Context: an optimization exercise on an open-source flow, tuned for small area, a short achievable clock period and few clock cycles per item. The choices shown serve that exercise and are no tape-out recipe. The RTL was checked by simulation tests, not by an equivalence proof against the original design. Power and IR drop assume default switching activity.

===== flow/flow/run.sh =====
#!/bin/bash
# Standard ORFS layout (the standard.sh) with these changes:
#  - the port buffers are made from the smallest buffer cell
#    (sky130_fd_sc_hd__buf_1) instead of buffer_ports' default choice;
#    timing repair still resizes them where the paths need it;
#  - synthesis leaves adders as plain gates for abc (ADDER_MAP_FILE empty)
#    rather than extracting them into fa/ha cells;
#  - clock tree synthesis adds no dummy load cells.
# Registers, their names and the synthesis script are otherwise unchanged.
set -uo pipefail
export BUFFER_PORTS_ARGS="-buffer_cell sky130_fd_sc_hd__buf_1"
export CTS_ARGS="-sink_clustering_enable -repair_clock_nets -dont_use_dummy_load -sink_clustering_size 40 -buf_list {sky130_fd_sc_hd__clkbuf_2 sky130_fd_sc_hd__clkbuf_4}"
bash standard.sh ADDER_MAP_FILE= SETUP_MOVE_SEQUENCE=unbuffer,sizeup,swap finish > standard_flow.log 2>&1
status=$?
cp -r orfs/logs/sky130hd/bit_encoder/base orfs_logs 2>/dev/null
exit $status

===== flow/standard.sh =====
#!/bin/bash
# synth_recipe.tcl (not shown) runs the flow's synth.tcl, then flattens the netlist and writes it again
# the make line also repeats each setting of config.mk as NAME=value (left out here)
make -C /OpenROAD-flow-scripts/flow DESIGN_CONFIG=/design/flow/config.mk WORK_HOME=/design/flow/orfs CLKGATE_MAP_FILE= SYNTH_SCRIPT=/design/flow/synth_recipe.tcl "${@:-finish}"

===== flow/config.mk =====
export PLATFORM = sky130hd
export DESIGN_NAME = bit_encoder
export DESIGN_NICKNAME = bit_encoder
export VERILOG_FILES = /design/flow/design.v
export SDC_FILE = /design/flow/constraint.sdc
export NUM_CORES = 4
export LEC_CHECK = 0
export ABC_AREA = 1
export CAP_MARGIN = 20
export CORE_MARGIN = 2
export CORE_UTILIZATION = 40
export PLACE_DENSITY = 0.6
export SETUP_SLACK_MARGIN = 3.05
export SLEW_MARGIN = 20

===== flow/constraint.sdc =====
create_clock -name core_clock -period 6.0 [get_ports {clk}]
set_input_delay 1.2000 -clock core_clock [delete_from_list [all_inputs] [get_ports {clk}]]
set_output_delay 1.2000 -clock core_clock [all_outputs]
set_load 0.01 [all_outputs]

===== flow/design.v =====
module bit_encoder (
    input  wire        clk,
    input  wire        rst,         
    input  wire        cmd_valid,
    output wire        cmd_ready,
    input  wire [31:0] cmd_data,
    output wire        out_valid,
    input  wire        out_ready,
    output wire [7:0]  out_data,
    output wire [15:0] status,
    output wire        err
);
    localparam [1:0] CAUSE_BAD_OP    = 2'd1;
    localparam [1:0] CAUSE_RSVD_NZ   = 2'd2;
    localparam [1:0] CAUSE_BAD_WIDTH = 2'd3;
    reg [7:1]  pb;
    reg [2:0]  pn;
    reg        err_q;
    reg [1:0]  ecause;
    reg        trunc;
    reg [7:0]  ob0;
    reg [7:0]  ob1;
    reg        ov;
    reg        ov2;
    wire [7:0] pb8 = {pb, 1'b0};
    wire [1:0]  op    = cmd_data[31:30];
    wire [4:0]  width = cmd_data[20:16];
    wire [15:0] value = cmd_data[15:0];
    wire rsvd_nz   = |cmd_data[29:21];
    wire low_nz    = |cmd_data[20:0];
    wire width_bad = (width == 5'd0) || (width > 5'd16);
    wire is_flush  = (op == 2'b01) && !rsvd_nz && !low_nz;
    wire is_encode = (op == 2'b00) && !rsvd_nz && !width_bad;
    wire [1:0] cause = op[1]                 ? CAUSE_BAD_OP :
                       (op[0] || rsvd_nz)    ? CAUSE_RSVD_NZ :
                                               CAUSE_BAD_WIDTH;
    wire       g0     = pn[0] & width[0];
    wire       p1     = pn[1] ^ width[1];
    wire       c1     = (pn[1] & width[1]) | (p1 & g0);
    wire       p2     = pn[2] ^ width[2];
    wire       c2     = (pn[2] & width[2]) | (p2 & c1);
    wire [2:0] pn_new = {p2 ^ c1, p1 ^ g0, pn[0] ^ width[0]};
    wire       nb0    = width[4] | width[3] | c2;      
    wire       nb2    = width[4] | (width[3] & c2);
    wire       nb_lane1 = !width[4] && (width[3] ^ c2);
    wire [23:0] ys0 = pn_new[0] ? {1'b0, value, 7'd0} : {value, 8'd0};
    wire [23:0] ys1 = pn_new[1] ? {2'b0, ys0[23:2]}  : ys0;
    wire [23:0] y   = pn_new[2] ? {4'b0, ys1[23:4]}  : ys1;
    wire [7:0]  lane  = nb2 ? y[23:16] : nb_lane1 ? y[15:8] : y[7:0];
    wire [7:0]  pmask = 8'hFF >> pn;
    wire [7:0]  top   = pb8 | (lane & pmask);
    wire [7:0]  byte1 = y[15:8];
    wire [7:0]  pb_lo = y[7:0];
    wire [7:0]  pb_nx = nb0 ? pb_lo : top;
    wire value_trunc = (|(lane & ~pmask))
                     | (!nb0 && (|y[15:8]))
                     | (!nb2 && (|y[23:16]));
    assign cmd_ready = !ov2 && (!ov || out_ready);
    wire   accept    = cmd_valid && cmd_ready;
    assign out_valid = ov;
    assign out_data  = ob0;
    always @(posedge clk) begin
        if (rst) begin
            ob0 <= 8'd0;
            ob1 <= 8'd0;
        end else begin
            if (!ov || out_ready)
                ob0 <= ov2 ? ob1 : top;
            if (!ov2)
                ob1 <= byte1;
        end
    end
    always @(posedge clk) begin
        if (rst) begin
            pb     <= 7'd0;
            pn     <= 3'd0;
            err_q  <= 1'b0;
            ecause <= 2'd0;
            trunc  <= 1'b0;
            ov     <= 1'b0;
            ov2    <= 1'b0;
        end else if (accept) begin
            ov  <= (is_encode && nb0) || (is_flush && pn != 3'd0);
            ov2 <= is_encode && nb2;
            if (is_encode) begin
                pb  <= pb_nx[7:1];
                pn  <= pn_new;
                if (value_trunc)
                    trunc <= 1'b1;
            end else if (is_flush) begin
                pb  <= 7'd0;
                pn  <= 3'd0;
            end else if (!err_q) begin
                err_q  <= 1'b1;
                ecause <= cause;
            end
        end else if (ov && out_ready) begin
            ov  <= ov2;
            ov2 <= 1'b0;
        end
    end
    assign status = {1'b0, trunc, ecause, err_q, pn, pb8};
    assign err    = err_q;
endmodule

==> results of run 1 <==
## area by class of cell
cell class,count,area [sq um],area share (%)
Multi-Input combinational cell,383,1760,59.4
Inverter,47,188,6.33
Tap cell,77,96.3,3.25
Sequential cell,32,641,21.6
Clock buffer,5,37.5,1.27
Timing Repair Buffer,61,241,8.15
## flip-flops by register name, summed over array words and instances (netlist names)
signal,flops
ov,1
trunc,1
ob0,8
err_q,1
ov2,1
ecause,2
pb,7
pn,3
ob1,8
## repair_timing
item,in CTS,in global routing
gates cloned,0,0
gates resized for setup,5,14
setup endpoints to repair,8,17
pin swaps,2,3
hold buffers,0,0
## how the worst max path moves through the flow
stage	endpoint	slack (ns)	cells after the start
3_3_place_gp	pb[7]$_SDFFE_PP0P_	2.54	9
5_1_grt	trunc$_SDFFE_PP0P_	3.00	19
2_1_floorplan	cmd_ready	3.11	3
3_5_place_dp	pb[2]$_SDFFE_PP0P_	2.53	9
4_1_cts	cmd_ready	3.00	4
6_report	cmd_ready	3.05	4
## synth_stat cells, drive strengths merged, types with 2 or more instances
library cell  count
a31oi             4
inv              46
nand4             4
o21ai            20
nor2             34
buf              16
a21oi            33
a22oi             2
nor4              2
a21o              2
nor3              3
nand3            55
dfxtp            32
nand2           211
a31o              4
clkbuf            7
## cell families after synthesis
group / share of synthesized area [%]
AOI/OAI and AO/OA: 14.8
buffers and inverters: 12.1
DFF: 23.9
other: 0.140
and+or+nand+nor: 49.2
## layer usage
layer,vias to the layer above,wire length [um],track usage (%)
met1,1464,3880,30.5
met3,9,306,3.56
met5,-,0,0
met4,0,101,4.33
li1,1637,-,-
met2,61,3760,37.1
## critical path, cell delays in order
cell and delay (ns):
clkbuf_2 0.10, nor2_2 0.05, nor2_4 0.25, buf_6 0.15
## metrics by stage
step / util, % / area [sq um] / total power [uW] / setup slack [ns] / std cells
global route: 46.2 / 2960 / 502 / 3.00 / 605
global placement: 44.7 / 2870 / 364 / 2.54 / 600
detailed placement: 44.7 / 2870 / 364 / 2.53 / 600
floorplan: - / 2690 / 329 / 3.11 / 485
CTS: 45.6 / 2930 / 469 / 3.00 / 605
finish: 46.2 / 2960 / 471 / 3.05 / 605
## power breakdown
| group | switching (uW) | total, uW | internal [uW] | leakage, uW |
|---|---|---|---|---|
| Clock | 68.6 | 108 | 39.1 | 0.0000230 |
| Combinational | 93.6 | 137 | 43.6 | 0.00118 |
| Sequential | 3.56 | 226 | 223 | 0.000263 |
| Total | 166 | 471 | 305 | 0.00146 |
==> key figures, run 1 <==
Timing
  – Fin crit share: 49.2%
  – Slew @ Worst Pin: 0.579 ns
  – Pins over their slew limit: 0
  – Count of final setup violators: 0
  – Hold Fails Final Rpt: 0
  – Sum Neg Setup Slack: 0 ns
  – Max Clk Rate: 339 MHz
  – Fin Clk Skew: 0.0281 ns
  – Unrepaired setup endpoints after global routing: yes
  – Max-slew headroom: 61.1%
  – Worst Hold Slack: 0.478 ns
  – Final Critical Period: 2.95 ns

Routing
  – Antenna Nets Post-Route: 0
  – Drt wl/cell: 13.3 um
  – Drt via density: 5.24
  – Detailed Routing Iterations Pass 1: 4
  – Initial DRC Count: 135
  – DRC Markers: 0
  – Via Count: 3171
  – Drt total wl: 8.05 mm

Floorplanning
  – I/O Pins: 63
  – Core area: 6420 sq um
  – Die Footprint: 7380 sq um
  – Die H: 85.9 um
  – Horiz. Die Dim: 85.9 um
  – Initial Util: 41.8%
  – # rows: 29

Placement
  – IO buf count: 60
  – Post-DP HPWL: 6.45 mm
  – Gp weighted congestion: 0.963

Layout
  – Most frequent cells in the layout: nand2_1 (204), buf_1 (58), nand3_1 (53)
  – ANT cells: 0
  – Layout net count: 566
  – Share of cells above drive strength 1: 7.39%
  – Fillers: 728
  – Area Overhead vs Synth: 10.4%
  – Most common cell after layout, fill and taps aside: nand2_1

Global route
  – GRT Total Usage: 22.3%
  – Grt ovf: 0
  – Largest net degree at the start of global routing: 33
  – Initial antenna violation count: 0
  – Number of global-route vias before repair: 2835
  – First-pass GRT wire length: 13.4 mm

Yosys
  – Yosys warning total: 1
  – Register area share after synthesis: 23.9%
  – Asr flop ratio synth: 0%
  – Library cells used by synthesis: 39
  – Number of synthesized flops with an enable pin: 0
  – Cell area after synthesis: 2690 sq um
  – Dominant synthesized flop cell: dfxtp_1
  – Yosys reg bits: 32
  – Cells after Synth: 484
  – Yosys top cell area share: 28.9%
  – Avg Inst Size Synth: 5.55 sq um
  – Yosys top cell by area: nand2_1
  – Top cells by area in the synthesized netlist: nand2_1 (29%), dfxtp_1 (24%), nand3_1 (9.9%), a21oi_1 (5.8%), inv_1 (5.7%)

Setup path
  – Crit-path max FO: 12
  – RR Startpoint: pn[1]$_SDFFE_PP0P_
  – Startpoint types: input port
  – Worst EP required: 4.80 ns
  – CP Class: input port to primary output
  – Crit path launch: out_ready
  – Worst reg2reg endpoint: trunc$_SDFFE_PP0P_
  – Crit end category: primary output
  – CP arrival: 1.75 ns
  – FF-to-FF path depth: 16
  – Reg2reg setup slack: 3.71 ns

Flow run
  – Max-cap viol count: 0

Hold path
  – Min-Delay Path Depth: 2
  – Min-delay src: ecause[0]$_SDFFE_PP0P_
  – WHS Endpoint: ecause[0]$_SDFFE_PP0P_
  – Hold WC Path Type: register to register

Power
  – Power per cell area: 159 nW/um^2
  – Leak: 0.00146 uW
  – Peak VDD IR: 0.102 mV

Status
  – Outcome: no timing/DRC/antenna violations

Clock network
  – CTS HTree Levels: 2
  – CTS root buf: clkbuf_4
  – Clock latency at the later pin of the worst-skew pair: 0.34 ns
  – Post-CTS Setup Inserts: 0
  – CTS max path bufs: 2
  – CTS buffer count: 5
  – Clock Sink Count: 32
  – TritonCTS clock tree: built
  – Worst-path clk slew: 0.10 ns
Testbench counts, summed over its fixed seeds: cycles 13,921, items 13,063.
==> inputs of run 2 (changes only) <==
==> flow/flow/run.sh (replaced) <==
#!/bin/bash
# Standard ORFS layout (the standard.sh) with these changes:
#  - the port buffers are made from the smallest buffer cell
#    (sky130_fd_sc_hd__buf_1) instead of buffer_ports' default choice;
#    timing repair still resizes them where the paths need it;
#  - synthesis leaves adders as plain gates for abc (ADDER_MAP_FILE empty)
#    rather than extracting them into fa/ha cells;
#  - clock tree synthesis adds no dummy load cells;
#  - after global routing, non-critical gates are downsized (RECOVER_POWER).
# Registers, their names and the synthesis script are otherwise unchanged.
set -uo pipefail
export BUFFER_PORTS_ARGS="-buffer_cell sky130_fd_sc_hd__buf_1"
export CTS_ARGS="-sink_clustering_enable -repair_clock_nets -dont_use_dummy_load -sink_clustering_size 40 -buf_list {sky130_fd_sc_hd__clkbuf_2 sky130_fd_sc_hd__clkbuf_4}"
bash standard.sh ADDER_MAP_FILE= RECOVER_POWER=100 finish > standard_flow.log 2>&1
status=$?
cp -r orfs/logs/sky130hd/bit_encoder/base orfs_logs 2>/dev/null
exit $status
==> key figures, run 2 <==
Setup path
  – FF-to-FF path depth: 17 (was 16)
  – Reg2reg setup slack: 2.39 ns (was 3.71 ns)
  – CP arrival: 4.44 ns (was 1.75 ns)
  – Crit-path max FO: 25 (was 12)
  – Critical-path cell list: buf_1 > nand2_1 > clkinvlp_2 > nand3_4 > nand3_1 > nand2_1 > clkinvlp_2 > nand2_1 > nand2_1 > nand2_1 > nand3_1 > nand2_1 > nand2_1 > nand2_1 > inv_1 > nand3_1 > nand2_1 > a21oi_2 (was clkbuf_2 > nor2_2 > nor2_4 > buf_6)
  – Startpoint types: input port (unchanged)
  – Slowest-stage cell, CP: clkinvlp_2 (was nor2_4)
  – Worst reg2reg endpoint: trunc$_SDFFE_PP0P_ (unchanged)
  – CP Class: input port to register (was input port to primary output)
  – Cell mode on critical path: nand2_1
  – Worst EP required: 6.27 ns (was 4.80 ns)
  – RR Startpoint: pn[0]$_SDFFE_PP0P_ (was pn[1]$_SDFFE_PP0P_)
  – Crit end category: register (was primary output)
  – Critical Path Max Stage Delay: 0.77 ns (was 0.25 ns)

Clock network
  – CTS buffer count: 5 (unchanged)
  – Worst-path clk slew: 0.09 ns (was 0.10 ns)
  – CTS HTree Levels: 2 (unchanged)
  – CTS root buf: clkbuf_4 (unchanged)
  – TritonCTS clock tree: built (unchanged)
  – Clock latency at the later pin of the worst-skew pair: 0.34 ns (about the same)
  – Clock Sink Count: 32 (unchanged)
  – CTS Hold Buffers Added: 0 (unchanged)
  – CTS max path bufs: 2 (unchanged)

Status
  – Outcome: no timing/DRC/antenna violations (unchanged)

Power
  – Peak VDD IR: 0.101 mV (was 0.102 mV)
  – Leak: 0.00146 uW (about the same)
  – Gate power share: 29.0% (was 29.1%)
  – Cell Int Power: 305 uW (about the same)
  – NetSw: 164 uW (was 166 uW)
  – Part of the power in registers: 48.1% (was 48.0%)
  – Sw frac: 35.0% (was 35.2%)
  – Power per cell area: 159 nW/um^2 (about the same)
  – Clock power share: 22.9% (about the same)

Floorplanning
  – Initial Util: 41.8% (unchanged)
  – Horiz. Die Dim: 85.9 um (unchanged)
  – Die H: 85.9 um (unchanged)
  – I/O Pins: 63 (unchanged)
  – Core area: 6420 sq um (unchanged)
  – # rows: 29 (unchanged)
  – Die Footprint: 7380 sq um (unchanged)

Yosys
  – Avg Inst Size Synth: 5.55 sq um (unchanged)
  – Yosys top cell by area: nand2_1 (unchanged)
  – Cells after Synth: 484 (unchanged)
  – Dominant synthesized flop cell: dfxtp_1 (unchanged)
  – Register area share after synthesis: 23.9% (unchanged)
  – Asr flop ratio synth: 0% (unchanged)
  – Yosys reg bits: 32 (unchanged)
  – Number of synthesized flops with an enable pin: 0 (unchanged)
  – Synth top cells by count: nand2_1 (207), nand3_1 (53), inv_1 (41) (unchanged)
  – Top-count cell post-synth: nand2_1 (unchanged)
  – Yosys warning total: 1 (unchanged)
  – Library cells used by synthesis: 39 (unchanged)
  – Yosys top cell area share: 28.9% (unchanged)
  – Cell area after synthesis: 2690 sq um (unchanged)
  – Top cells by area in the synthesized netlist: nand2_1 (29%), dfxtp_1 (24%), nand3_1 (9.9%), a21oi_1 (5.8%), inv_1 (5.7%) (unchanged)

Hold path
  – Min-Delay Path Depth: 2 (unchanged)
  – Min-delay src: trunc$_SDFFE_PP0P_ (was ecause[0]$_SDFFE_PP0P_)
  – WHS Endpoint: trunc$_SDFFE_PP0P_ (was ecause[0]$_SDFFE_PP0P_)
  – Hold WC Path Type: register to register (unchanged)

Global route
  – Number of global-route vias before repair: 2841 (was 2835)
  – GRT Total Usage: 22.4% (was 22.3%)
  – Initial antenna violation count: 0 (unchanged)
  – Grt ovf: 0 (unchanged)
  – Largest net degree at the start of global routing: 33 (unchanged)
  – First-pass GRT wire length: 13.5 mm (was 13.4 mm)

Layout
  – Layout net count: 569 (was 566)
  – Area Overhead vs Synth: 10.2% (was 10.4%)
  – ANT cells: 0 (unchanged)
  – Top flop regs: ob0 (8), ob1 (8), pb (7) (unchanged)
  – Most common cell after layout, fill and taps aside: nand2_1 (unchanged)
  – Most frequent cells in the layout: nand2_1 (207), buf_1 (60), nand3_1 (54) (was nand2_1 (204), buf_1 (58), nand3_1 (53))
  – Share of cells above drive strength 1: 6.03% (was 7.39%)
  – Fillers: 733 (was 728)

Placement
  – Post-DP HPWL: 6.45 mm (unchanged)
  – IO buf count: 60 (unchanged)
  – Dpl ws: 2.53 ns (unchanged)
  – Gp weighted congestion: 0.963 (unchanged)

Routing
  – Initial DRC Count: 136 (was 135)
  – DRC Markers: 0 (unchanged)
  – Detailed Routing Iterations Pass 1: 5 (was 4)
  – Drt wl/cell: 13.3 um (about the same)
  – Drt via density: 5.21 (was 5.24)
  – Antenna Nets Post-Route: 0 (unchanged)
  – Drt total wl: 8.09 mm (was 8.05 mm)
  – Via Count: 3167 (was 3171)

Timing
  – Fin crit share: 69.6% (was 49.2%)
  – Fin Clk Skew: 0.0280 ns (was 0.0281 ns)
  – Hold Fails Final Rpt: 0 (unchanged)
  – Max Clk Rate: 239 MHz (was 339 MHz)
  – PnR worst setup slack: 1.82 ns (was 3.05 ns)
  – Sum Neg Setup Slack: 0 ns (unchanged)
  – Unrepaired setup endpoints after global routing: yes (unchanged)
  – Pins over their slew limit: 0 (unchanged)
  – Slew @ Worst Pin: 0.809 ns (was 0.579 ns)
  – Max-slew headroom: 45.9% (was 61.1%)
  – Final Critical Period: 4.18 ns (was 2.95 ns)
  – Count of final setup violators: 0 (unchanged)

Flow run
  – Max-cap viol count: 0 (unchanged)
run 2: changes by cell type in the layout (fill, tap and decap cells not counted), sizes merged:
cell,change
clkinv,-1
inv,-1
clkinvlp,+2
clkbuf,-1
buf,+4
run 2: worst max path at each step:
stage | end | from
after detailed placement | pb[2]$_SDFFE_PP0P_ | out_ready
after global placement | pb[7]$_SDFFE_PP0P_ | out_ready
after global routing | trunc$_SDFFE_PP0P_ | cmd_data[16]
after floorplan | cmd_ready | out_ready
after CTS | trunc$_SDFFE_PP0P_ | cmd_data[16]
final | trunc$_SDFFE_PP0P_ | cmd_data[16]
run 2: power by group through the flow:
stage               Sequential (uW)  Combinational [uW]  Clock [uW]
floorplan                       233                95.1           0
global placement                231                 133           0
detailed placement              231                 133           0
CTS                             226                 133         110
global route                    227                 154         120
finish                          226                 136         107
run 2: what timing repair did:
item                                    CTS  global route
pin swaps                                 1             1
resized for setup                         2            13
endpoints found under the setup margin    8            17
setup buffers                             1             2
run 2: per-stage QoR:
stage	power (uW)	instance area (sq um)	hold WS (ns)	util (%)	instances
finish	470	2960	0.477	46.1	608
floorplan	329	2690	0.441	-	485
detailed placement	364	2870	0.458	44.7	600
CTS	469	2930	0.477	45.6	606
global route	502	2960	0.491	46.1	608
global placement	364	2870	0.457	44.7	600
run 2: layout make-up:
| type | count | area [sq um] | share of cell area (%) |
|---|---|---|---|
| inverters | 47 | 186 | 6.30 |
| multi-input cells | 383 | 1740 | 58.9 |
| flip-flops and latches | 32 | 641 | 21.6 |
| well taps | 77 | 96.3 | 3.26 |
| repair buffers | 64 | 255 | 8.63 |
| clock buffers | 5 | 37.5 | 1.27 |
run 2: logic make-up after synthesis:
| group | Yosys count | synth area share (%) |
|---|---|---|
| other | 1 | 0.140 |
| AO/OA/AOI/OAI | 69 | 14.8 |
| flip-flops | 32 | 23.9 |
| buffers and inverters | 70 | 12.1 |
| AND/OR/NAND/NOR | 312 | 49.2 |
run 2: worst max-delay path, delay by kind of cell:
kind	cells	cell delay, ns
compound gates	1	0.12
buf+inv	4	1.18
simple gates	13	1.94
run 2: per-layer routing:
layer	vias up	global-route usage (%)	part of all wire, %
li1	1642	-	-
met1	1451	30.7	48
met2	65	37.2	47
met3	9	3.56	4.0
met4	0	4.33	1.2
met5	-	0	0
==> inputs of run 3 (changes only) <==
==> flow/flow/run.sh (replaced) <==
#!/bin/bash
# Standard ORFS layout (the standard.sh) with these changes:
#  - synthesis maps the logic with the ABC script flow/abc_area.script
#    (an area-oriented &nf mapping; needs ABC_AREA 1 in config.mk) in place
#    of ORFS's abc_area.script: ORFS's scripts are copied to scripts/ and only
#    that file is replaced;
#  - synthesis leaves adders as plain gates for abc (ADDER_MAP_FILE empty)
#    rather than extracting them into fa/ha cells;
#  - the port buffers are made from the smallest buffer cell
#    (sky130_fd_sc_hd__buf_1) instead of buffer_ports' default choice;
#    timing repair still resizes them where the paths need it;
#  - clock tree synthesis adds no dummy load cells.
# Registers, their names and the rest of the synthesis script are unchanged.
set -uo pipefail
here=$(pwd)
rm -rf "$here/scripts"
cp -r "$FLOW_HOME/scripts" "$here/scripts"
cp "$here/flow/abc_area.script" "$here/scripts/abc_area.script"
export BUFFER_PORTS_ARGS="-buffer_cell sky130_fd_sc_hd__buf_1"
export CTS_ARGS="-sink_clustering_enable -repair_clock_nets -dont_use_dummy_load -sink_clustering_size 40 -buf_list {sky130_fd_sc_hd__clkbuf_2 sky130_fd_sc_hd__clkbuf_4}"
bash standard.sh ADDER_MAP_FILE= SCRIPTS_DIR="$here/scripts" finish > standard_flow.log 2>&1
status=$?
cp -r orfs/logs/sky130hd/bit_encoder/base orfs_logs 2>/dev/null
rm -rf "$here/scripts"
exit $status
==> flow/flow/abc_area.script (new file) <==
strash
&get -n
&dch -f
&nf -R 1000 -p
&put
topo
stime -c
buffer -c
upsize -c
dnsize -c
--- a/flow/config.mk
+++ b/flow/config.mk
@@ -10,5 +10,5 @@
 export CORE_MARGIN = 2
 export CORE_UTILIZATION = 40
 export PLACE_DENSITY = 0.6
-export SETUP_SLACK_MARGIN = 3.05
+export SETUP_SLACK_MARGIN = 3.0
 export SLEW_MARGIN = 20
==> key figures, run 3 <==
Setup path
  – Critical Path Max Stage Delay: 0.36 ns (was 0.77 ns)
  – Crit end category: register (unchanged)
  – Critical-path cell list: buf_12 > xor2_4 > mux2i_1 > mux2i_1 > o21ai_4 > nand2_1 > o211ai_1 > o21ai_1 > nand2b_1 > nand4_1 > or3_1 > a21oi_2 > nor2_1 (was buf_1 > nand2_1 > clkinvlp_2 > nand3_4 > nand3_1 > nand2_1 > clkinvlp_2 > nand2_1 > nand2_1 > nand2_1 > nand3_1 > nand2_1 > nand2_1 > nand2_1 > inv_1 > nand3_1 > nand2_1 > a21oi_2)
  – Crit-path max FO: 7 (was 25)
  – Cell mode on critical path: mux2i_1 (was nand2_1)
  – Startpoint types: input port (unchanged)
  – CP arrival: 3.51 ns (was 4.44 ns)
  – CP Class: input port to register (unchanged)
  – FF-to-FF path depth: 12 (was 17)
  – Worst EP required: 6.22 ns (was 6.27 ns)
  – Slowest-stage cell, CP: mux2i_1 (was clkinvlp_2)

Flow run
  – Max-cap viol count: 0 (unchanged)

Timing
  – Hold Fails Final Rpt: 0 (unchanged)
  – Slew @ Worst Pin: 1.03 ns (was 0.809 ns)
  – Unrepaired setup endpoints after global routing: yes (unchanged)
  – Fin Clk Skew: 0.0209 ns (was 0.0280 ns)
  – Sum Neg Setup Slack: 0 ns (unchanged)
  – Max-slew headroom: 31.3% (was 45.9%)
  – Fin crit share: 55.0% (was 69.6%)
  – Pins over their slew limit: 0 (unchanged)
  – PnR worst setup slack: 2.70 ns (was 1.82 ns)
  – Count of final setup violators: 0 (unchanged)
  – Max Clk Rate: 303 MHz (was 239 MHz)
  – Final Critical Period: 3.30 ns (was 4.18 ns)

Routing
  – Drt via density: 5.84 (was 5.21)
  – Drt total wl: 8.45 mm (was 8.09 mm)
  – Antenna Nets Post-Route: 0 (unchanged)
  – DRC Markers: 0 (unchanged)
  – Via Count: 2896 (was 3167)
  – Initial DRC Count: 338 (was 136)
  – Detailed Routing Iterations Pass 1: 5 (unchanged)
  – Drt wl/cell: 17.0 um (was 13.3 um)

Power
  – Leak: 0.00130 uW (was 0.00146 uW)
  – Peak VDD IR: 0.115 mV (was 0.101 mV)
  – Power per cell area: 155 nW/um^2 (was 159 nW/um^2)

Placement
  – IO buf count: 60 (unchanged)
  – Gp weighted congestion: 0.927 (was 0.963)
  – Post-DP HPWL: 5.18 mm (was 6.45 mm)
  – Cell count after placement: 446 (was 600)
  – Dpl ws: 1.86 ns (was 2.53 ns)
  – Area after DPL: 2630 sq um (was 2870 sq um)

Hold path
  – Min-Delay Path Depth: 2 (unchanged)
  – Hold WC Path Type: register to register (unchanged)

Yosys
  – Yosys top cell area share: 27.1% (was 28.9%)
  – Top-count cell post-synth: nand2_1 (unchanged)
  – Register area share after synthesis: 27.1% (was 23.9%)
  – Post-synthesis mux area share: 12.3% (was 0%)
  – Yosys top cell by area: dfxtp_1 (was nand2_1)
  – Synth top cells by count: nand2_1 (48), nor2_1 (47), a21oi_1 (36) (was nand2_1 (207), nand3_1 (53), inv_1 (41))
  – Asr flop ratio synth: 0% (unchanged)
  – Number of synthesized flops with an enable pin: 0 (unchanged)
  – Cells after Synth: 335 (was 484)
  – Post-synthesis compound-gate area fraction: 22.5% (was 14.8%)
  – Dominant synthesized flop cell: dfxtp_1 (unchanged)
  – Library cells used by synthesis: 41 (was 39)
  – Avg Inst Size Synth: 7.05 sq um (was 5.55 sq um)
  – Largest family of logic cells by synthesized area: simple AND/OR/NAND/NOR gates (unchanged)
  – XOR/XNOR Fraction of Synth Area: 3.65% (was 0%)
  – Yosys reg bits: 32 (unchanged)
  – Cell area after synthesis: 2360 sq um (was 2690 sq um)
  – Adder-cell share of the synthesized area: 0.477% (was 0%)
  – Top cells by area in the synthesized netlist: dfxtp_1 (27%), mux2i_1 (12%), a21oi_1 (7.6%), nand2_1 (7.6%), nor2_1 (7.5%) (was nand2_1 (29%), dfxtp_1 (24%), nand3_1 (9.9%), a21oi_1 (5.8%), inv_1 (5.7%))
  – Simple-gate area share of the yosys netlist: 28.5% (was 49.2%)
  – Yosys warning total: 1 (unchanged)

Global route
  – Number of global-route vias before repair: 2695 (was 2841)
  – Grt ovf: 0 (unchanged)
  – Largest net degree at the start of global routing: 33 (unchanged)
  – GRT Total Usage: 25.2% (was 22.4%)
  – First-pass GRT wire length: 12.8 mm (was 13.5 mm)
  – Initial antenna violation count: 0 (unchanged)

Floorplanning
  – Horiz. Die Dim: 80.9 um (was 85.9 um)
  – # rows: 27 (was 29)
  – Die H: 80.9 um (was 85.9 um)
  – I/O Pins: 63 (unchanged)
  – Core area: 5610 sq um (was 6420 sq um)
  – Die Footprint: 6540 sq um (was 7380 sq um)
  – Initial Util: 42.1% (was 41.8%)

Layout
  – Design area: 3490 sq um (was 2960 sq um)
  – Post-route non-filler standard cell count: 496 (was 608)
  – Util after Layout: 62.2% (was 46.1%)
  – Area Overhead vs Synth: 47.6% (was 10.2%)
  – ANT cells: 0 (unchanged)
  – Share of cells above drive strength 1: 25.5% (was 6.03%)
  – Most common cell after layout, fill and taps aside: buf_1 (was nand2_1)
  – Most frequent cells in the layout: buf_1 (58), nand2_1 (45), nor2_1 (43) (was nand2_1 (207), buf_1 (60), nand3_1 (54))
  – Top flop regs: ob0 (8), ob1 (8), pb (7) (unchanged)
  – Layout net count: 462 (was 569)

Clock network
  – CTS buffer count: 5 (unchanged)
  – Clock Sink Count: 32 (unchanged)
  – CTS max path bufs: 2 (unchanged)
  – CTS Hold Buffers Added: 0 (unchanged)
  – CTS HTree Levels: 2 (unchanged)
  – Clock latency at the later pin of the worst-skew pair: 0.34 ns (about the same)
  – TritonCTS clock tree: built (unchanged)
  – Worst-path clk slew: 0.09 ns (about the same)
  – CTS root buf: clkbuf_4 (unchanged)

Status
  – Outcome: no timing/DRC/antenna violations (unchanged)
run 3: cell types whose count changed in the layout (fill, tap and decap cells not counted), sizes merged, moves of 13 or more:
cell	delta
nor2	+13
buf	+41
nand2	-162
mux2i	+28
nand3	-43
inv	-43
run 3: path summary, 6_finish.rpt:
path | start | end | slack, ns
worst max-delay path | cmd_data[16] | trunc$_SDFFE_PP0P_ | 2.70
worst min register to register | ob0[5]$_SDFFE_PP0N_ | ob0[5]$_SDFFE_PP0N_ | 0.46
worst min-delay path | ob0[5]$_SDFFE_PP0N_ | ob0[5]$_SDFFE_PP0N_ | 0.46
worst max register to register | pn[0]$_SDFFE_PP0P_ | trunc$_SDFFE_PP0P_ | 2.79
run 3: per-layer routing:
metal	up-vias	global-route usage (%)	routed length, um
li1	1372	-	-
met1	1369	32.7	3490
met2	126	41.8	4170
met3	29	5.00	586
met4	0	8.14	210
met5	-	0	0
run 3: cell type report:
class                           instances  area [sq um]
Clock buffer                            5          37.5
Fill cell                             502          2120
Inverter                                2          7.51
Multi-Input combinational cell        279          2020
Sequential cell                        32           641
Tap cell                               72          90.1
Timing Repair Buffer                  106           693
run 3: stage by stage:
stage | power, uW | hold WS, ns
4_1_cts | 506 | 0.456
3_5_place_dp | 356 | 0.443
3_3_place_gp | 355 | 0.443
6_report | 540 | 0.457
2_1_floorplan | 322 | 0.438
5_1_grt | 567 | 0.502
run 3: kinds of logic (layout without fill, tap and decap cells):
kind of cell / count (synthesis) / in the layout
compound gates: 92 / 92
xor+xnor: 6 / 7
fa+ha+maj: 1 / 1
buf+inv: 26 / 113
flops: 32 / 32
mux: 29 / 29
other cells: 1 / 2
simple gates: 148 / 148
run 3: where the power goes:
group	switching, uW	internal [uW]	total [uW]
clock	68.8	39.1	108
combinational	109	95.6	204
sequential	4.95	222	227
run 3: worst max-delay path: cells and delay by family:
kind                      cells  cell delay, ns
and+or+nand+nor               5            0.69
muxes                         2            0.61
xor gates and xnor gates      1            0.31
buffers and inverters         1            0.12
AOI/OAI and AO/OA             4            0.56
run 3: what timing repair did:
item                       in CTS  in global routing
cloned                          2                  0
resized for setup              58                 43
buffers inserted               37                  6
setup endpoints to repair      18                 18
pin swaps                      15                 11
==> inputs of run 4 (changes only) <==
--- a/flow/config.mk
+++ b/flow/config.mk
@@ -10,5 +10,5 @@
 export CORE_MARGIN = 2
 export CORE_UTILIZATION = 40
 export PLACE_DENSITY = 0.6
-export SETUP_SLACK_MARGIN = 3.0
+export SETUP_SLACK_MARGIN = 3.1
 export SLEW_MARGIN = 20
==> key figures, run 4 <==
Yosys
  – Number of synthesized flops with an enable pin: 0 (unchanged)
  – Dominant synthesized flop cell: dfxtp_1 (unchanged)
  – Yosys warning total: 1 (unchanged)
  – Library cells used by synthesis: 41 (unchanged)
  – Register area share after synthesis: 27.1% (unchanged)
  – Yosys reg bits: 32 (unchanged)
  – Yosys top cell area share: 27.1% (unchanged)
  – Synth top cells by count: nand2_1 (48), nor2_1 (47), a21oi_1 (36) (unchanged)
  – Cell area after synthesis: 2360 sq um (unchanged)
  – Asr flop ratio synth: 0% (unchanged)
  – Yosys top cell by area: dfxtp_1 (unchanged)
  – Top-count cell post-synth: nand2_1 (unchanged)
  – Cells after Synth: 335 (unchanged)
  – Avg Inst Size Synth: 7.05 sq um (unchanged)
  – Top cells by area in the synthesized netlist: dfxtp_1 (27%), mux2i_1 (12%), a21oi_1 (7.6%), nand2_1 (7.6%), nor2_1 (7.5%) (unchanged)

Timing
  – Fin Clk Skew: 0.0222 ns (was 0.0209 ns)
  – Max Clk Rate: 297 MHz (was 303 MHz)
  – Fin crit share: 56.2% (was 55.0%)
  – Slew @ Worst Pin: 0.800 ns (was 1.03 ns)
  – Final Critical Period: 3.37 ns (was 3.30 ns)
  – Worst Hold Slack: 0.459 ns (was 0.457 ns)
  – Pins over their slew limit: 0 (unchanged)
  – Max-slew headroom: 46.6% (was 31.3%)
  – Unrepaired setup endpoints after global routing: yes (unchanged)
  – Hold Fails Final Rpt: 0 (unchanged)
  – Sum Neg Setup Slack: 0 ns (unchanged)
  – Count of final setup violators: 0 (unchanged)

Floorplanning
  – Horiz. Die Dim: 80.9 um (unchanged)
  – Initial Util: 42.1% (unchanged)
  – # rows: 27 (unchanged)
  – Die H: 80.9 um (unchanged)
  – Die Footprint: 6540 sq um (unchanged)
  – Core area: 5610 sq um (unchanged)
  – I/O Pins: 63 (unchanged)

Clock network
  – CTS root buf: clkbuf_4 (unchanged)
  – CTS max path bufs: 2 (unchanged)
  – Clock latency at the later pin of the worst-skew pair: 0.34 ns (about the same)
  – Clock Sink Count: 32 (unchanged)
  – TritonCTS clock tree: built (unchanged)
  – Worst-path clk slew: 0.09 ns (about the same)
  – CTS buffer count: 5 (unchanged)
  – CTS HTree Levels: 2 (unchanged)

Global route
  – Number of global-route vias before repair: 2684 (was 2695)
  – Grt ovf: 0 (unchanged)
  – GRT Total Usage: 25.3% (was 25.2%)
  – First-pass GRT wire length: 12.8 mm (about the same)
  – Largest net degree at the start of global routing: 33 (unchanged)
  – Initial antenna violation count: 0 (unchanged)

Layout
  – Most frequent cells in the layout: buf_1 (55), nand2_1 (45), nor2_1 (41) (was buf_1 (58), nand2_1 (45), nor2_1 (43))
  – Design area: 3620 sq um (was 3490 sq um)
  – Area Overhead vs Synth: 53.2% (was 47.6%)
  – Post-route non-filler standard cell count: 501 (was 496)
  – Layout net count: 467 (was 462)
  – Fillers: 488 (was 502)
  – Top flop regs: ob0 (8), ob1 (8), pb (7) (unchanged)
  – Share of cells above drive strength 1: 30.1% (was 25.5%)
  – ANT cells: 0 (unchanged)
  – Most common cell after layout, fill and taps aside: buf_1 (unchanged)

Placement
  – Gp weighted congestion: 0.927 (unchanged)
  – Post-DP HPWL: 5.18 mm (unchanged)
  – Cell count after placement: 446 (unchanged)
  – Area after DPL: 2630 sq um (unchanged)
  – IO buf count: 60 (unchanged)

Setup path
  – CP Class: input port to register (unchanged)
  – Crit-path max FO: 7 (unchanged)
  – Worst EP required: 6.21 ns (was 6.22 ns)
  – CP arrival: 3.59 ns (was 3.51 ns)
  – Startpoint types: input port (unchanged)
  – Crit end category: register (unchanged)

Power
  – Total Power: 551 uW (was 540 uW)
  – Leak: 0.00134 uW (was 0.00130 uW)
  – Power per cell area: 152 nW/um^2 (was 155 nW/um^2)
  – Peak VDD IR: 0.115 mV (about the same)

Routing
  – Via Count: 2922 (was 2896)
  – Drt total wl: 8.85 mm (was 8.45 mm)
  – Initial DRC Count: 445 (was 338)
  – Drt via density: 5.83 (was 5.84)
  – DRC Markers: 0 (unchanged)
  – Drt wl/cell: 17.7 um (was 17.0 um)
  – Detailed Routing Iterations Pass 1: 6 (was 5)
  – Antenna Nets Post-Route: 0 (unchanged)

Status
  – Outcome: no timing/DRC/antenna violations (unchanged)

Flow run
  – Max-cap viol count: 0 (unchanged)

Hold path
  – Hold WC Path Type: register to register (unchanged)
[run 4: cells by family after synthesis]
family | count (synthesis) | share of synthesized area, %
multiplexers | 29 | 12.3
other | 1 | 0.159
AND/OR/NAND/NOR | 148 | 28.5
XOR/XNOR | 6 | 3.66
AO/OA/AOI/OAI | 92 | 22.5
buffers and inverters | 26 | 5.24
flip-flops | 32 | 27.1
adder cells (fa/ha/maj) | 1 | 0.477
[run 4: path summary, 6_finish.rpt]
check,startpoint,endpoint,slack (ns),cells after the start
setup / recovery,cmd_data[16],trunc$_SDFFE_PP0P_,2.63,13
hold / removal,ob0[5]$_SDFFE_PP0N_,ob0[5]$_SDFFE_PP0N_,0.46,2
setup reg to reg,pn[0]$_SDFFE_PP0P_,trunc$_SDFFE_PP0P_,2.71,12
hold reg to reg,ob0[5]$_SDFFE_PP0N_,ob0[5]$_SDFFE_PP0N_,0.46,2
[run 4: per-stage QoR]
stage	util (%)	setup slack (ns)
after CTS	58.7	2.85
after global placement	46.8	1.90
final	64.5	2.63
after detailed placement	46.8	1.86
after global routing	64.5	2.48
after floorplan	-	2.81
[run 4: what timing repair did]
action                     in CTS  in global routing
buffers inserted               37                 10
pin swaps                      17                 16
hold buffers                    0                  0
setup endpoints to repair      22                 23
cloned                          3                  0
gates resized for setup        69                 56
[run 4: area by class of cell]
class / count / area (sq um) / area share, %
multi-input combinational: 280 / 2090 / 57.9
clock buffer: 5 / 37.5 / 1.04
inverter: 2 / 7.51 / 0.207
sequential: 32 / 642 / 17.7
timing repair buffer: 110 / 747 / 20.6
tap: 72 / 90.1 / 2.49
[run 4: worst max-delay path, cell delays in order]
cell and delay [ns]:
buf_12 0.13, xor2_4 0.37, mux2i_2 0.39, mux2i_2 0.18
o21ai_2 0.25, nand2_2 0.09, o211ai_1 0.09, o21ai_1 0.12
nand2b_1 0.12, nand4_1 0.08, or3_1 0.38, a21oi_2 0.14
nor2_1 0.05
[run 4: metal layers]
layer | GRT usage [%] | vias to the layer above | wire (um)
met5 | 0 | - | 0
met2 | 42.9 | 152 | 4270
met4 | 6.61 | 0 | 286
met3 | 5.11 | 40 | 764
li1 | - | 1377 | -
met1 | 32.8 | 1353 | 3530
[run 4: power breakdown]
group	leakage, uW	internal, uW	switching [uW]
registers	0.000263	222	4.95
clock network	0.0000230	39.1	68.9
logic	0.00106	101	114
total	0.00134	362	188
==> inputs of run 5 (changes only) <==
==> flow/flow/abc_area.script (replaced) <==
strash
dch -f
map -D 1600
topo
stime -c
buffer -c
upsize -c -D 1600
dnsize -c -D 1600
--- a/flow/config.mk
+++ b/flow/config.mk
@@ -10,5 +10,5 @@
 export CORE_MARGIN = 2
 export CORE_UTILIZATION = 40
 export PLACE_DENSITY = 0.6
-export SETUP_SLACK_MARGIN = 3.1
+export SETUP_SLACK_MARGIN = 3.05
 export SLEW_MARGIN = 20
==> key figures, run 5 <==
Status
  – Outcome: no timing/DRC/antenna violations (unchanged)

Timing
  – Fin Clk Skew: 0.0139 ns (was 0.0222 ns)
  – Max-slew headroom: 59.8% (was 46.6%)
  – Pins over their slew limit: 0 (unchanged)
  – Count of final setup violators: 0 (unchanged)
  – Fin crit share: 50.0% (was 56.2%)
  – Unrepaired setup endpoints after global routing: yes (unchanged)
  – Slew @ Worst Pin: 0.603 ns (was 0.800 ns)
  – PnR worst setup slack: 3.00 ns (was 2.63 ns)
  – Final Critical Period: 3.00 ns (was 3.37 ns)
  – Hold Fails Final Rpt: 0 (unchanged)
  – Max Clk Rate: 334 MHz (was 297 MHz)
  – Sum Neg Setup Slack: 0 ns (unchanged)

Global route
  – GRT Total Usage: 24.1% (was 25.3%)
  – Grt ovf: 0 (unchanged)
  – Largest net degree at the start of global routing: 33 (unchanged)
  – Number of global-route vias before repair: 2864 (was 2684)
  – Initial antenna violation count: 0 (unchanged)
  – First-pass GRT wire length: 13.7 mm (was 12.8 mm)

Power
  – Leak: 0.00134 uW (about the same)
  – Power per cell area: 151 nW/um^2 (was 152 nW/um^2)
  – Peak VDD IR: 0.119 mV (was 0.115 mV)

Routing
  – Drt wl/cell: 14.9 um (was 17.7 um)
  – Routed length on met2: 3.78 mm (was 4.27 mm)
  – Uppermost layer routed: met4 (unchanged)
  – Initial DRC Count: 276 (was 445)
  – Drt via density: 5.48 (was 5.83)
  – Drt total wl: 8.34 mm (was 8.85 mm)
  – Detailed Routing Iterations Pass 1: 4 (was 6)
  – Antenna Nets Post-Route: 0 (unchanged)
  – Met1 WL: 3.81 mm (was 3.53 mm)
  – Via Count: 3062 (was 2922)
  – Routed wl met3: 560 um (was 764 um)
  – DRC Markers: 0 (unchanged)

Yosys
  – Synth top cells by count: nand2_1 (116), a21oi_1 (43), nor2_1 (41) (was nand2_1 (48), nor2_1 (47), a21oi_1 (36))
  – Top cells by area in the synthesized netlist: dfxtp_1 (26%), nand2_1 (17%), a21oi_1 (8.6%), nor2_1 (6.1%), o21ai_1 (6.0%) (was dfxtp_1 (27%), mux2i_1 (12%), a21oi_1 (7.6%), nand2_1 (7.6%), nor2_1 (7.5%))
  – Yosys top cell area share: 25.6% (was 27.1%)
  – Cells after Synth: 404 (was 335)
  – Asr flop ratio synth: 0% (unchanged)
  – Avg Inst Size Synth: 6.20 sq um (was 7.05 sq um)
  – Cell area after synthesis: 2500 sq um (was 2360 sq um)
  – Yosys top cell by area: dfxtp_1 (unchanged)
  – Top-count cell post-synth: nand2_1 (unchanged)
  – Register area share after synthesis: 25.6% (was 27.1%)
  – Yosys reg bits: 32 (unchanged)
  – Yosys warning total: 1 (unchanged)
  – Dominant synthesized flop cell: dfxtp_1 (unchanged)
  – Number of synthesized flops with an enable pin: 0 (unchanged)
  – Library cells used by synthesis: 46 (was 41)

Layout
  – Post-route non-filler standard cell count: 559 (was 501)
  – Most frequent cells in the layout: nand2_1 (113), buf_1 (58), a21oi_1 (40) (was buf_1 (55), nand2_1 (45), nor2_1 (41))
  – Most common cell after layout, fill and taps aside: nand2_1 (was buf_1)
  – Design area: 3330 sq um (was 3620 sq um)
  – Area Overhead vs Synth: 33.1% (was 53.2%)
  – Util after Layout: 55.6% (was 64.5%)
  – ANT cells: 0 (unchanged)
  – Layout net count: 522 (was 467)
  – Top flop regs: ob0 (8), ob1 (8), pb (7) (unchanged)
  – Share of cells above drive strength 1: 22.1% (was 30.1%)

Clock network
  – CTS buffer count: 5 (unchanged)
  – CTS root buf: clkbuf_4 (unchanged)
  – CTS HTree Levels: 2 (unchanged)
  – Worst-path clk slew: 0.08 ns (was 0.09 ns)
  – Clock Sink Count: 32 (unchanged)
  – CTS Hold Buffers Added: 0 (unchanged)
  – CTS max path bufs: 2 (unchanged)
  – Clock latency at the later pin of the worst-skew pair: 0.33 ns (was 0.34 ns)
  – TritonCTS clock tree: built (unchanged)

Setup path
  – Critical Path Max Stage Delay: 0.38 ns (was 0.39 ns)
  – Critical-path cell list: buf_6 > or2_4 > nand3_4 > buf_4 > nand2_4 > and2_4 > mux2i_4 > nand2_1 > o41ai_2 > nand4_1 > o21ai_2 > a21oi_1 (was buf_12 > xor2_4 > mux2i_2 > mux2i_2 > o21ai_2 > nand2_2 > o211ai_1 > o21ai_1 > nand2b_1 > nand4_1 > or3_1 > a21oi_2 > nor2_1)
  – CP bufs+invs: 2 (was 1)
  – CP Class: input port to register (unchanged)
  – Largest delay share family, worst path: simple AND/OR/NAND/NOR gates (unchanged)
  – Worst EP required: 6.20 ns (was 6.21 ns)
  – CP arrival: 3.20 ns (was 3.59 ns)
  – Startpoint types: input port (unchanged)
  – Crit end category: register (unchanged)
  – Crit-path max FO: 14 (was 7)
  – Slowest-stage cell, CP: o41ai_2 (was mux2i_2)

Placement
  – Post-DP HPWL: 5.72 mm (was 5.18 mm)
  – IO buf count: 60 (unchanged)
  – Area after DPL: 2700 sq um (was 2630 sq um)
  – Gp weighted congestion: 0.968 (was 0.927)
  – Dpl ws: 2.24 ns (was 1.86 ns)
  – Cell count after placement: 523 (was 446)

Hold path
  – Hold WC Path Type: register to register (unchanged)

Floorplanning
  – Initial Util: 41.8% (was 42.1%)
  – Horiz. Die Dim: 83.1 um (was 80.9 um)
  – Core area: 5990 sq um (was 5610 sq um)
  – I/O Pins: 63 (unchanged)
  – Die Footprint: 6910 sq um (was 6540 sq um)
  – Die H: 83.1 um (was 80.9 um)
  – # rows: 28 (was 27)

Flow run
  – Max-cap viol count: 0 (unchanged)
[run 5: metal layers]
layer  vias to the layer above  global-route usage, %
li1                       1526                      -
met3                        20                   4.67
met5                         -                      0
met2                       112                   39.1
met1                      1404                   32.8
met4                         0                   6.41
[run 5: kinds of logic after synthesis]
group,count (synthesis),synth area share [%]
compound gates,114,26.5
simple gates,197,34.7
other cells,1,0.150
mux,4,1.60
xor+xnor,2,0.700
flops,32,25.6
buf+inv,54,10.7
[run 5: power by group]
group	switching (uW)	total [uW]	internal, uW
clock	68.3	107	39.1
sequential	3.96	226	222
combinational	105	170	65.2
[run 5: worst paths after layout]
path                                           end                from  cells after the start  slack, ns
worst max-delay path            trunc$_SDFFE_PP0P_        cmd_data[17]                     12       3.00
worst min-delay path            trunc$_SDFFE_PP0P_  trunc$_SDFFE_PP0P_                      2       0.45
worst max register to register  trunc$_SDFFE_PP0P_  pn[0]$_SDFFE_PP0P_                     11       3.21
worst min register to register  trunc$_SDFFE_PP0P_  trunc$_SDFFE_PP0P_                      2       0.45
[run 5: layout make-up]
type	instances	area (sq um)
Fill cell	612	2660
Multi-Input combinational cell	323	1910
Sequential cell	32	641
Timing Repair Buffer	87	498
Inverter	36	148
Tap cell	75	93.8
Clock buffer	5	37.5
Timing Repair inverter	1	7.51
[run 5: metrics by stage]
step / power, uW / hold slack (ns)
finish: 504 / 0.453
global route: 533 / 0.498
CTS: 483 / 0.459
detailed placement: 355 / 0.447
global placement: 356 / 0.440
floorplan: 324 / 0.430
[run 5: worst reg2reg max path: stages, from the launching register on]
cell,delay [ns]
dfxtp_1,0.56
inv_2,0.19
nor2_8,0.20
nand3_4,0.15
a21o_4,0.28
nand2_8,0.13
mux2i_4,0.29
nand2_1,0.09
o41ai_2,0.38
nand4_1,0.16
o21ai_2,0.17
a21oi_1,0.08
[run 5: repair_timing]
item	in CTS	in global routing
cloned	5	1
endpoints found under the setup margin	20	14
pin swaps	16	22
buffers inserted	18	7
resized for setup	39	43
==> inputs of run 6 (changes only) <==
==> flow/flow/abc_area.script (replaced) <==
strash
dch -f
map -D 2100
topo
stime -c
buffer -c
upsize -c -D 2100
dnsize -c -D 2100
==> key figures, run 6 <==
Clock network
  – Clock latency at the later pin of the worst-skew pair: 0.34 ns (was 0.33 ns)
  – CTS max path bufs: 2 (unchanged)
  – Clock Sink Count: 32 (unchanged)
  – Worst-path clk slew: 0.11 ns (was 0.08 ns)
  – TritonCTS clock tree: built (unchanged)
  – CTS Hold Buffers Added: 0 (unchanged)
  – CTS root buf: clkbuf_4 (unchanged)
  – CTS buffer count: 5 (unchanged)
  – CTS HTree Levels: 2 (unchanged)

Layout
  – Most common cell after layout, fill and taps aside: nand2_1 (unchanged)
  – ANT cells: 0 (unchanged)
  – Share of cells above drive strength 1: 23.1% (was 22.1%)
  – Layout net count: 528 (was 522)
  – Area of the multi-input gates: 1930 sq um (was 1910 sq um)
  – Area Overhead vs Synth: 44.4% (was 33.1%)
  – Sequential cell area: 641 sq um (unchanged)
  – Fillers: 588 (was 612)
  – Top flop regs: ob0 (8), ob1 (8), pb (7) (unchanged)
  – Most frequent cells in the layout: nand2_1 (89), buf_1 (57), nor2_1 (47) (was nand2_1 (113), buf_1 (58), a21oi_1 (40))

Hold path
  – WHS Endpoint: ob0[5]$_SDFFE_PP0N_ (was trunc$_SDFFE_PP0P_)
  – Min-Delay Path Depth: 2 (unchanged)
  – Min-delay src: ob0[5]$_SDFFE_PP0N_ (was trunc$_SDFFE_PP0P_)
  – Hold WC Path Type: register to register (unchanged)

Setup path
  – CP arrival: 3.39 ns (was 3.20 ns)
  – Reg2reg setup slack: 3.00 ns (was 3.21 ns)
  – FF-to-FF path depth: 14 (was 11)
  – Startpoint types: input port (unchanged)
  – Critical-path cell list: buf_8 > xnor2_4 > or2_4 > a21o_4 > o21ai_4 > a21oi_2 > buf_6 > clkinvlp_4 > o21ai_0 > nand2_2 > o22ai_1 > a211oi_2 > nand4_1 > a21oi_1 > nor2_1 (was buf_6 > or2_4 > nand3_4 > buf_4 > nand2_4 > and2_4 > mux2i_4 > nand2_1 > o41ai_2 > nand4_1 > o21ai_2 > a21oi_1)
  – Crit end category: register (unchanged)
  – Worst EP required: 6.22 ns (was 6.20 ns)
  – Worst path depth: 15 (was 12)
  – CP Class: input port to register (unchanged)
  – Worst reg2reg endpoint: trunc$_SDFFE_PP0P_ (unchanged)
  – Crit-path max FO: 7 (was 14)
  – Slowest-stage cell, CP: or2_4 (was o41ai_2)
  – Critical Path Max Stage Delay: 0.34 ns (was 0.38 ns)
  – CP bufs+invs: 3 (was 2)
  – Largest delay share family, worst path: compound AO/OA/AOI/OAI gates (was simple AND/OR/NAND/NOR gates)
  – RR Startpoint: pn[0]$_SDFFE_PP0P_ (unchanged)

Timing
  – Final Critical Period: 3.18 ns (was 3.00 ns)
  – Hold Fails Final Rpt: 0 (unchanged)
  – Max Clk Rate: 315 MHz (was 334 MHz)
  – Max-slew headroom: 52.8% (was 59.8%)
  – Worst Hold Slack: 0.471 ns (was 0.453 ns)
  – Fin Clk Skew: 0.0154 ns (was 0.0139 ns)
  – Fin crit share: 52.9% (was 50.0%)
  – Sum Neg Setup Slack: 0 ns (unchanged)
  – Unrepaired setup endpoints after global routing: yes (unchanged)
  – Count of final setup violators: 0 (unchanged)
  – Slew @ Worst Pin: 0.707 ns (was 0.603 ns)
  – Pins over their slew limit: 0 (unchanged)

Placement
  – IO buf count: 60 (unchanged)
  – Post-DP HPWL: 5.64 mm (was 5.72 mm)
  – Gp weighted congestion: 0.887 (was 0.968)

Yosys
  – Dominant synthesized flop cell: dfxtp_1 (unchanged)
  – Post-synthesis compound-gate area fraction: 28.2% (was 26.5%)
  – Yosys warning total: 1 (unchanged)
  – Library cells used by synthesis: 35 (was 46)
  – Top cells by area in the synthesized netlist: dfxtp_1 (27%), nand2_1 (15%), a21oi_1 (11%), nor2_1 (8.5%), o21ai_0 (7.8%) (was dfxtp_1 (26%), nand2_1 (17%), a21oi_1 (8.6%), nor2_1 (6.1%), o21ai_1 (6.0%))
  – Yosys reg bits: 32 (unchanged)
  – Top-count cell post-synth: nand2_1 (unchanged)
  – XOR/XNOR Fraction of Synth Area: 1.10% (was 0.700%)
  – Cell area after synthesis: 2380 sq um (was 2500 sq um)
  – Asr flop ratio synth: 0% (unchanged)
  – Number of synthesized flops with an enable pin: 0 (unchanged)
  – Adder-cell share of the synthesized area: 0% (unchanged)
  – Cells after Synth: 398 (was 404)
  – Avg Inst Size Synth: 5.98 sq um (was 6.20 sq um)
  – Yosys top cell by area: dfxtp_1 (unchanged)
  – Largest family of logic cells by synthesized area: simple AND/OR/NAND/NOR gates (unchanged)
  – Yosys top cell area share: 26.9% (was 25.6%)
  – Synth top cells by count: nand2_1 (97), nor2_1 (54), a21oi_1 (51) (was nand2_1 (116), a21oi_1 (43), nor2_1 (41))
  – Post-synthesis mux area share: 2.52% (was 1.60%)
  – Register area share after synthesis: 26.9% (was 25.6%)
  – Simple-gate area share of the yosys netlist: 29.9% (was 34.7%)

Power
  – Total Power: 519 uW (was 504 uW)
  – Leak: 0.00140 uW (was 0.00134 uW)
  – Peak VDD IR: 0.0998 mV (was 0.119 mV)
  – Power per cell area: 151 nW/um^2 (about the same)

Routing
  – Via Count: 3057 (was 3062)
  – Initial DRC Count: 278 (was 276)
  – Drt total wl: 8.41 mm (was 8.34 mm)
  – Detailed Routing Iterations Pass 1: 5 (was 4)
  – DRC Markers: 0 (unchanged)
  – Drt via density: 5.41 (was 5.48)
  – Drt wl/cell: 14.9 um (about the same)
  – Antenna Nets Post-Route: 0 (unchanged)

Flow run
  – Max-cap viol count: 0 (unchanged)

Status
  – Outcome: no timing/DRC/antenna violations (unchanged)

Global route
  – Initial antenna violation count: 0 (unchanged)
  – GRT Total Usage: 26.3% (was 24.1%)
  – Grt ovf: 0 (unchanged)
  – First-pass GRT wire length: 13.2 mm (was 13.7 mm)
  – Number of global-route vias before repair: 2681 (was 2864)
  – Largest net degree at the start of global routing: 33 (unchanged)

Floorplanning
  – Core area: 5850 sq um (was 5990 sq um)
  – # rows: 28 (unchanged)
  – Initial Util: 40.7% (was 41.8%)
  – I/O Pins: 63 (unchanged)
  – Die H: 81.1 um (was 83.1 um)
  – Horiz. Die Dim: 81.1 um (was 83.1 um)
  – Die Footprint: 6580 sq um (was 6910 sq um)
## run 6: layer usage
| metal | global-route usage (%) | share of wire [%] | wire, um | up-vias |
|---|---|---|---|---|
| li1 | - | - | - | 1525 |
| met1 | 36.2 | 46 | 3860 | 1433 |
| met2 | 42.8 | 49 | 4080 | 90 |
| met3 | 5.33 | 4.7 | 399 | 9 |
| met4 | 5.25 | 0.81 | 68 | 0 |
| met5 | 0 | 0 | 0 | - |
## run 6: cells by family after synthesis
kind of cell | Yosys count
muxes | 6
DFF | 32
xor gates and xnor gates | 3
other | 1
buffers and inverters | 60
AOI/OAI and AO/OA | 119
and+or+nand+nor | 177
## run 6: worst max path at each step
stage / from / endpoint / slack [ns]
3_5_place_dp: cmd_data[17] / trunc$_SDFFE_PP0P_ / 1.56
2_1_floorplan: cmd_data[17] / trunc$_SDFFE_PP0P_ / 2.92
4_1_cts: cmd_data[17] / trunc$_SDFFE_PP0P_ / 2.85
6_report: cmd_data[17] / trunc$_SDFFE_PP0P_ / 2.82
3_3_place_gp: cmd_data[17] / trunc$_SDFFE_PP0P_ / 1.72
5_1_grt: cmd_data[17] / trunc$_SDFFE_PP0P_ / 2.76
## run 6: metrics by stage
step	area, sq um	cells	utilization, %	setup slack, ns
floorplan	2420	399	-	2.92
global placement	2640	516	45.1	1.72
detailed placement	2640	516	45.1	1.56
CTS	3150	548	53.9	2.85
global route	3440	565	58.7	2.76
finish	3440	565	58.7	2.82
## run 6: layout make-up
cell class                      instances  area share [%]
Tap cell                               75            2.73
Clock buffer                            5            1.09
Multi-Input combinational cell        314            56.1
Sequential cell                        32            18.6
Timing Repair Buffer                  100            16.3
Inverter                               39            5.13
## run 6: worst register-to-register path: stages, from the launching register on
cell and delay (ns):
dfxtp_1 0.79, nand2_2 0.12, or2_4 0.34, a21o_4 0.29, o21ai_4 0.08, a21oi_2 0.07, buf_6 0.15, clkinvlp_4 0.14
o21ai_0 0.17, nand2_2 0.12, o22ai_1 0.09, a211oi_2 0.21, nand4_1 0.11, a21oi_1 0.16, nor2_1 0.05
## run 6: power breakdown
part           total (uW)  internal, uW  switching, uW
combinational         180          73.4            107
clock                 112          39.2           73.1
sequential            226           222           3.85
## run 6: what timing repair did
action                     CTS  global route
gates resized for setup     66            44
cloned                       6             1
setup endpoints to repair   30            20
buffers inserted            21            16
pin swaps                   21            25
==> inputs of run 7 (changes only) <==
==> flow/flow/run.sh (replaced) <==
#!/bin/bash
# Standard ORFS layout (the standard.sh) with these changes:
#  - the port buffers are made from the smallest buffer cell
#    (sky130_fd_sc_hd__buf_1) instead of buffer_ports' default choice;
#    timing repair still resizes them where the paths need it;
#  - synthesis leaves adders as plain gates for abc (ADDER_MAP_FILE empty)
#    rather than extracting them into fa/ha cells;
#  - clock tree synthesis adds no dummy load cells.
# Registers, their names and the synthesis script are otherwise unchanged.
set -uo pipefail
export BUFFER_PORTS_ARGS="-buffer_cell sky130_fd_sc_hd__buf_1"
export CTS_ARGS="-sink_clustering_enable -repair_clock_nets -dont_use_dummy_load -sink_clustering_size 40 -sink_clustering_max_diameter 500 -buf_list {sky130_fd_sc_hd__clkbuf_4 sky130_fd_sc_hd__clkbuf_8}"
bash standard.sh ADDER_MAP_FILE= finish > standard_flow.log 2>&1
status=$?
cp -r orfs/logs/sky130hd/bit_encoder/base orfs_logs 2>/dev/null
exit $status
removed: flow/flow/abc_area.script
==> key figures, run 7 <==
Timing
  – Unrepaired setup endpoints after global routing: yes (unchanged)
  – Count of final setup violators: 0 (unchanged)
  – PnR worst setup slack: 3.12 ns (was 2.82 ns)
  – Slew @ Worst Pin: 0.568 ns (was 0.707 ns)
  – Sum Neg Setup Slack: 0 ns (unchanged)
  – Max-slew headroom: 61.8% (was 52.8%)
  – Final Critical Period: 2.88 ns (was 3.18 ns)
  – Hold Fails Final Rpt: 0 (unchanged)
  – Fin crit share: 48.0% (was 52.9%)
  – Fin Clk Skew: 0.0175 ns (was 0.0154 ns)
  – Pins over their slew limit: 0 (unchanged)
  – Max Clk Rate: 347 MHz (was 315 MHz)

Yosys
  – Dominant synthesized flop cell: dfxtp_1 (unchanged)
  – Top cells by area in the synthesized netlist: nand2_1 (29%), dfxtp_1 (24%), nand3_1 (9.9%), a21oi_1 (5.8%), inv_1 (5.7%) (was dfxtp_1 (27%), nand2_1 (15%), a21oi_1 (11%), nor2_1 (8.5%), o21ai_0 (7.8%))
  – Cell area after synthesis: 2690 sq um (was 2380 sq um)
  – Yosys top cell area share: 28.9% (was 26.9%)
  – Yosys warning total: 1 (unchanged)
  – Cells after Synth: 484 (was 398)
  – Yosys top cell by area: nand2_1 (was dfxtp_1)
  – Number of synthesized flops with an enable pin: 0 (unchanged)
  – Synth top cells by count: nand2_1 (207), nand3_1 (53), inv_1 (41) (was nand2_1 (97), nor2_1 (54), a21oi_1 (51))
  – Top-count cell post-synth: nand2_1 (unchanged)
  – Yosys reg bits: 32 (unchanged)
  – Register area share after synthesis: 23.9% (was 26.9%)
  – Avg Inst Size Synth: 5.55 sq um (was 5.98 sq um)
  – Asr flop ratio synth: 0% (unchanged)
  – Library cells used by synthesis: 39 (was 35)

Global route
  – GR Util met1: 31.0% (was 36.2%)
  – Top Usage Layer GRT: met2 (unchanged)
  – Met2 GRT Util: 37.4% (was 42.8%)
  – First-pass GRT wire length: 13.5 mm (was 13.2 mm)
  – Initial antenna violation count: 0 (unchanged)
  – Grt ovf: 0 (unchanged)
  – GRT Total Usage: 22.5% (was 26.3%)
  – M3 GR Usage: 3.56% (was 5.33%)
  – Number of global-route vias before repair: 2832 (was 2681)
  – Largest net degree at the start of global routing: 33 (unchanged)

Clock network
  – Worst-path clk slew: 0.07 ns (was 0.11 ns)
  – CTS buffer count: 5 (unchanged)
  – CTS HTree Levels: 2 (unchanged)
  – CTS root buf: clkbuf_8 (was clkbuf_4)
  – Clock latency at the later pin of the worst-skew pair: 0.28 ns (was 0.34 ns)
  – CTS max path bufs: 2 (unchanged)
  – Clock Sink Count: 32 (unchanged)
  – CTS Hold Buffers Added: 0 (unchanged)
  – TritonCTS clock tree: built (unchanged)

Floorplanning
  – Die H: 85.9 um (was 81.1 um)
  – Die Footprint: 7380 sq um (was 6580 sq um)
  – Initial Util: 41.8% (was 40.7%)
  – Horiz. Die Dim: 85.9 um (was 81.1 um)
  – # rows: 29 (was 28)
  – I/O Pins: 63 (unchanged)
  – Core area: 6420 sq um (was 5850 sq um)

Placement
  – IO buf count: 60 (unchanged)
  – Dpl ws: 2.53 ns (was 1.56 ns)
  – Post-DP HPWL: 6.45 mm (was 5.64 mm)
  – Gp weighted congestion: 0.963 (was 0.887)

Routing
  – Drt total wl: 8.16 mm (was 8.41 mm)
  – Antenna Nets Post-Route: 0 (unchanged)
  – Initial DRC Count: 178 (was 278)
  – Drt via density: 5.21 (was 5.41)
  – Detailed Routing Iterations Pass 1: 4 (was 5)
  – Via Count: 3186 (was 3057)
  – Drt wl/cell: 13.4 um (was 14.9 um)
  – DRC Markers: 0 (unchanged)

Layout
  – Area Overhead vs Synth: 14.2% (was 44.4%)
  – Share of cells above drive strength 1: 8.24% (was 23.1%)
  – Most frequent cells in the layout: nand2_1 (204), buf_1 (59), nand3_1 (52) (was nand2_1 (89), buf_1 (57), nor2_1 (47))
  – Top flop regs: ob0 (8), ob1 (8), pb (7) (unchanged)
  – Layout net count: 572 (was 528)
  – Most common cell after layout, fill and taps aside: nand2_1 (unchanged)
  – ANT cells: 0 (unchanged)

Hold path
  – Min-Delay Path Depth: 2 (unchanged)
  – Min-delay src: ecause[0]$_SDFFE_PP0P_ (was ob0[5]$_SDFFE_PP0N_)
  – WHS Endpoint: ecause[0]$_SDFFE_PP0P_ (was ob0[5]$_SDFFE_PP0N_)
  – Hold WC Path Type: register to register (unchanged)

Power
  – Power per cell area: 167 nW/um^2 (was 151 nW/um^2)
  – Peak VDD IR: 0.132 mV (was 0.0998 mV)
  – Leak: 0.00151 uW (was 0.00140 uW)
  – Total Power: 514 uW (was 519 uW)

Setup path
  – Crit-path max FO: 10 (was 7)
  – FF-to-FF path depth: 16 (was 14)
  – Worst EP required: 6.16 ns (was 6.22 ns)
  – CP arrival: 3.05 ns (was 3.39 ns)
  – Reg2reg setup slack: 3.71 ns (was 3.00 ns)
  – CP Class: input port to register (unchanged)
  – Worst reg2reg endpoint: trunc$_SDFFE_PP0P_ (unchanged)
  – Crit end category: register (unchanged)
  – RR Startpoint: pn[2]$_SDFFE_PP0P_ (was pn[0]$_SDFFE_PP0P_)
  – Startpoint types: input port (unchanged)

Status
  – Outcome: no timing/DRC/antenna violations (unchanged)

Flow run
  – Max-cap viol count: 0 (unchanged)
-- run 7: layout make-up --
cell class                      instances  area (sq um)
Inverter                               47           193
Tap cell                               77          96.3
Timing Repair Buffer                   66           272
Multi-Input combinational cell        384          1800
Fill cell                             720          3360
Sequential cell                        32           641
Clock buffer                            5          68.8
-- run 7: cell families (layout without fill, tap and decap cells) --
| logic type | Yosys count | count (layout) | share of synthesized area, % |
|---|---|---|---|
| DFF | 32 | 32 | 23.9 |
| and+or+nand+nor | 312 | 313 | 49.2 |
| AOI/OAI and AO/OA | 69 | 69 | 14.8 |
| buffers and inverters | 70 | 118 | 12.1 |
| other | 1 | 2 | 0.140 |
-- run 7: report_power, final --
group	internal, uW	total (uW)	switching, uW
Combinational	45.8	140	94.5
Sequential	223	226	3.55
Clock	74.5	147	72.4
-- run 7: routing by layer --
layer / vias to the layer above / share of wire (%) / routed length, um
met5: - / 0 / 0
met2: 59 / 47 / 3810
met4: 0 / 1.2 / 96
met1: 1469 / 48 / 3930
met3: 9 / 3.9 / 318
li1: 1649 / - / -
-- run 7: what timing repair did --
item                       in CTS  in global routing
gates resized for setup         3                 20
setup endpoints to repair      10                 18
gates cloned                    0                  1
setup buffers                   2                  3
pin swaps                       1                  1
-- run 7: stage by stage --
| step | hold WS, ns | utilization [%] | cells | area, sq um |
|---|---|---|---|---|
| finish | 0.472 | 47.7 | 611 | 3070 |
| CTS | 0.472 | 46.2 | 607 | 2970 |
| global placement | 0.457 | 44.7 | 600 | 2870 |
| detailed placement | 0.458 | 44.7 | 600 | 2870 |
| global route | 0.486 | 47.7 | 611 | 3070 |
| floorplan | 0.441 | - | 485 | 2690 |
-- run 7: worst max path at each step --
stage / startpoint / endpoint / cells past startpoint
finish: cmd_data[5] / pb[7]$_SDFFE_PP0P_ / 9
global route: cmd_data[16] / trunc$_SDFFE_PP0P_ / 19
CTS: cmd_data[16] / trunc$_SDFFE_PP0P_ / 16
detailed placement: out_ready / pb[2]$_SDFFE_PP0P_ / 9
global placement: out_ready / pb[7]$_SDFFE_PP0P_ / 9
floorplan: out_ready / cmd_ready / 3
-- run 7: worst max-delay path: stages --
cell	delay, ns
buf_1	0.09
nor2_1	0.11
nand3_1	0.08
nor4_1	0.44
nand4_1	0.24
and2_1	0.22
or2_2	0.38
a32oi_1	0.20
a21oi_1	0.08

## re-timing with driven ports
No port has a modelled driver above. Below, the same layouts with a new extraction and two added sets of constraints. Step 1, drivers: a clkbuf_16 drives clk and a buf_2 each remaining input, both assumed. Step 2 also shifts input and output timing later by t, the mid clock arrival at the registers, as if the neighbouring blocks saw the same clock. a / b / c = ideal ports / drivers / drivers and shift; a / b = the first two.
run	t (ns)	slack for setup (ns)
run 1	0.347	3.048 / 3.022 / 2.813
run 2	0.346	1.824 / 1.829 / 1.483
run 3	0.359	2.701 / 2.668 / 2.309
run 4	0.358	2.629 / 2.597 / 2.238
run 5	0.349	3.002 / 2.992 / 2.643
run 6	0.361	2.824 / 2.806 / 2.445
run 7	0.301	3.118 / 3.114 / 2.819
After both steps setup and hold are still met in every run listed.
